Source: an optimization exercise on an open RTL-to-GDS flow (aim: small area, a short achievable clock period and few clock cycles). Production flows keep margins and buffers that such runs may drop. The RTL was checked by simulation tests, not by an equivalence proof against the original design. Power and IR drop assume default switching activity.

// cpuemu_core
module cpuemu_core (
    input             clk,
    input             rst,         
    input      [15:0] prog_len,    
    output     [15:0] imem_addr,   
    input      [63:0] imem_data,   
    input      [5:0]  dbg_addr,    
    output reg [15:0] dbg_data,    
    output            done,        
    output     [1:0]  state,       
    output     [2:0]  fcode        
);
Size in the first run: about 4200 cells after synthesis, ~470 flip-flops, ~130 I/O pins, roughly 34000 µm² of cells after synthesis.
Settings: LEC_CHECK=0, ABC_AREA=1, CAP_MARGIN=20, CORE_MARGIN=2, CORE_UTILIZATION=55, CTS_CLUSTER_DIAMETER=110, CTS_CLUSTER_SIZE=22, SLEW_MARGIN=20; clock period 15.0 ns.
standard.sh (not shown) runs the stock make flow with config.mk's settings and CLKGATE_MAP_FILE= SYNTH_SCRIPT=/design/flow/synth_recipe.tcl, a recipe that flattens the netlist after the stock synthesis.
==> flow/flow/run.sh <==
#!/bin/bash
set -euo pipefail
export SETUP_SLACK_MARGIN=6.8
export BUFFER_PORTS_ARGS="-buffer_cell sky130_fd_sc_hd__buf_2"
bash standard.sh > standard.log 2>&1
The starting point completed with no timing, DRC or antenna violations.
Testbench counts at the start, summed over its fixed seeds: cycles 64,827.
Change:
--- a/flow/design.v
+++ b/flow/design.v
@@ -50,33 +50,33 @@
     assign state     = st;
     assign fcode     = fc_code;
     wire [4:0]  opc = imem_data[4:0];
     wire        s_f = imem_data[6];
     wire        ka  = imem_data[7];
     wire        kb  = imem_data[8];
     wire [7:0]  ra  = imem_data[23:16];
     wire [7:0]  rb  = imem_data[31:24];
     wire [15:0] ia  = imem_data[47:32];
     wire [15:0] ib  = imem_data[63:48];
     wire [2:0]  dst = ra[2:0];
-    integer k;
     wire [4:0]  spm1   = sp - 5'd1;
     wire [15:0] reg_a  = regs[ra[2:0]];
     wire [15:0] reg_b  = regs[rb[2:0]];
     wire [15:0] spx    = {11'd0, sp};
     wire [15:0] a_val  = ka ? ia : (ra[7] ? (ra[0] ? spx : pc) : reg_a);
     wire [15:0] b_val  = kb ? ib : (rb[7] ? (rb[0] ? spx : pc) : reg_b);
     wire [31:0] dbg_oh  = 32'd1 << dbg_addr[4:0];
     wire [15:0] top_oh  = 16'd1 << spm1[3:0];
     wire [15:0] stk_sel = st[1] ? dbg_oh[31:16] : top_oh;
     reg  [15:0] stk_top, reg_d;
+    integer k;
     always @(*) begin
         stk_top = 16'd0;
         for (k = 0; k < 16; k = k + 1)
             stk_top = stk_top | (stk[k] & {16{stk_sel[k]}});
         reg_d = 16'd0;
         for (k = 0; k < 8; k = k + 1)
             reg_d = reg_d | (regs[k] & {16{dbg_oh[k]}});
     end
     wire [15:0] fpc_v  = (st == ST_FAULTED) ? pc : 16'd0;
     wire [15:0] misc_d = (pc & {16{dbg_oh[8]}}) | (spx & {16{dbg_oh[9]}}) |
                          ({12'd0, fz, fc, fs, fo} & {16{dbg_oh[10]}}) |
@@ -187,49 +187,37 @@
             OP_RET:   ex_f = sp_z ? F_UNDERFLOW : (!top_ok ? F_BADADDR : 3'd0);
             OP_DIV:   ex_f = b_z ? F_DIVZERO : 3'd0;
             OP_JMP, OP_JZ, OP_JNZ, OP_JC, OP_JNC, OP_JS, OP_JNS,
             OP_JG, OP_JGE, OP_JL, OP_JLE:
                       ex_f = (jcond && !tgt_ok) ? F_BADADDR : 3'd0;
             OP_SHL, OP_SHR, OP_ROL, OP_ROR:
                       ex_f = !sh_ok ? F_BADSHIFT : 3'd0;
             default:  ex_f = 3'd0;
         endcase
     end
     wire ex_ok = (ex_f == 3'd0);
-    reg  [3:0]  lg_tt;
-    always @(*) begin
-        case (opc)
-            OP_MOV:  lg_tt = 4'b1010;
-            OP_XOR:  lg_tt = 4'b0110;
-            OP_AND:  lg_tt = 4'b1000;
-            OP_OR:   lg_tt = 4'b1110;
-            OP_NOT:  lg_tt = 4'b0011;
-            default: lg_tt = 4'b1100;        
-        endcase
-    end
-    reg  [15:0] lg_r;
-    always @(*) begin
-        for (k = 0; k < 16; k = k + 1)
-            lg_r[k] = lg_tt[{a_val[k], b_val[k]}];
-    end
     reg        ex_we;
     reg [15:0] ex_wd;
     always @(*) begin
         ex_we = 1'b1;
-        ex_wd = lg_r;
+        ex_wd = 16'd0;
         case (opc)
+            OP_MOV:  ex_wd = b_val;
             OP_ADD, OP_SUB, OP_INC, OP_DEC: ex_wd = add_r;
             OP_POP:  begin ex_we = !sp_z; ex_wd = stk_top; end
-            OP_DIV:  ;
+            OP_DIV:  begin ex_we = a_z && !b_z; ex_wd = 16'd0; end
             OP_SHL, OP_SHR, OP_ROL, OP_ROR: begin ex_we = sh_ok; ex_wd = sh_r; end
-            OP_MOV, OP_XOR, OP_AND, OP_OR, OP_NOT: ;
+            OP_XOR:  ex_wd = a_val ^ b_val;
+            OP_AND:  ex_wd = a_val & b_val;
+            OP_OR:   ex_wd = a_val | b_val;
+            OP_NOT:  ex_wd = ~a_val;
             default: ex_we = 1'b0;
         endcase
     end
     wire md_done = run && ((ph == PH_MUL) || (ph == PH_DIV && d_last));
     wire        rf_wr = (exe && ex_we) || md_done;
     wire [15:0] rf_d  = (ph == PH_EXEC ? ex_wd : md_r) & {16{!rst}};
     integer i;
     always @(posedge clk) begin
         for (i = 0; i < 8; i = i + 1)
             if (rst || (rf_wr && dst == i))
                 regs[i] <= rf_d;
Total power came out higher by 2.3%.
Global-route usage came out higher by 0.11 points.
Setup slack degrades by 0.057 ns.
Routed wire length came out higher by 1.9%.
Utilization came out lower by 0.44 points.
Count of clock-buffer cells in the layout came out lower by 1.
Via count came out higher by 0.74%.
First-iteration DRC count came out lower by 0.62%.
Testbench counts after the change, summed over its fixed seeds: cycles 64,827.

-- re-timing with driven ports --
No port has a modelled driver above. Below, the same layouts with a new extraction and two added sets of constraints.
Step 1: set_driving_cell puts a clkbuf_16 on clk and a buf_2 on each other input, an assumption about the parent block.
Step 2 moves the port delays by t, midway between the first and last clock arrival at a register: inputs arrive t later, outputs are due t later. That takes back most of the time a late clock gives input paths.
Slacks: ideal / step 1 / step 2; pairs: ideal / step 1.
run	shift t [ns]	setup WS [ns]	hold slack, ns	slew at the worst register clock pin (ns)	worst slew at a driven data input, ns
the first run	0.673	6.808 / 6.747 / 6.391	0.496 / 0.496 / 0.496	0.11 / 0.11	0.11
the second run	0.686	6.751 / 6.723 / 6.374	0.486 / 0.486 / 0.486	0.10 / 0.10	0.11
After both steps every run listed still meets setup and hold. For the first run, which loses most, drivers alone change the setup slack by -0.061 ns; drivers and shift together by -0.417 ns.
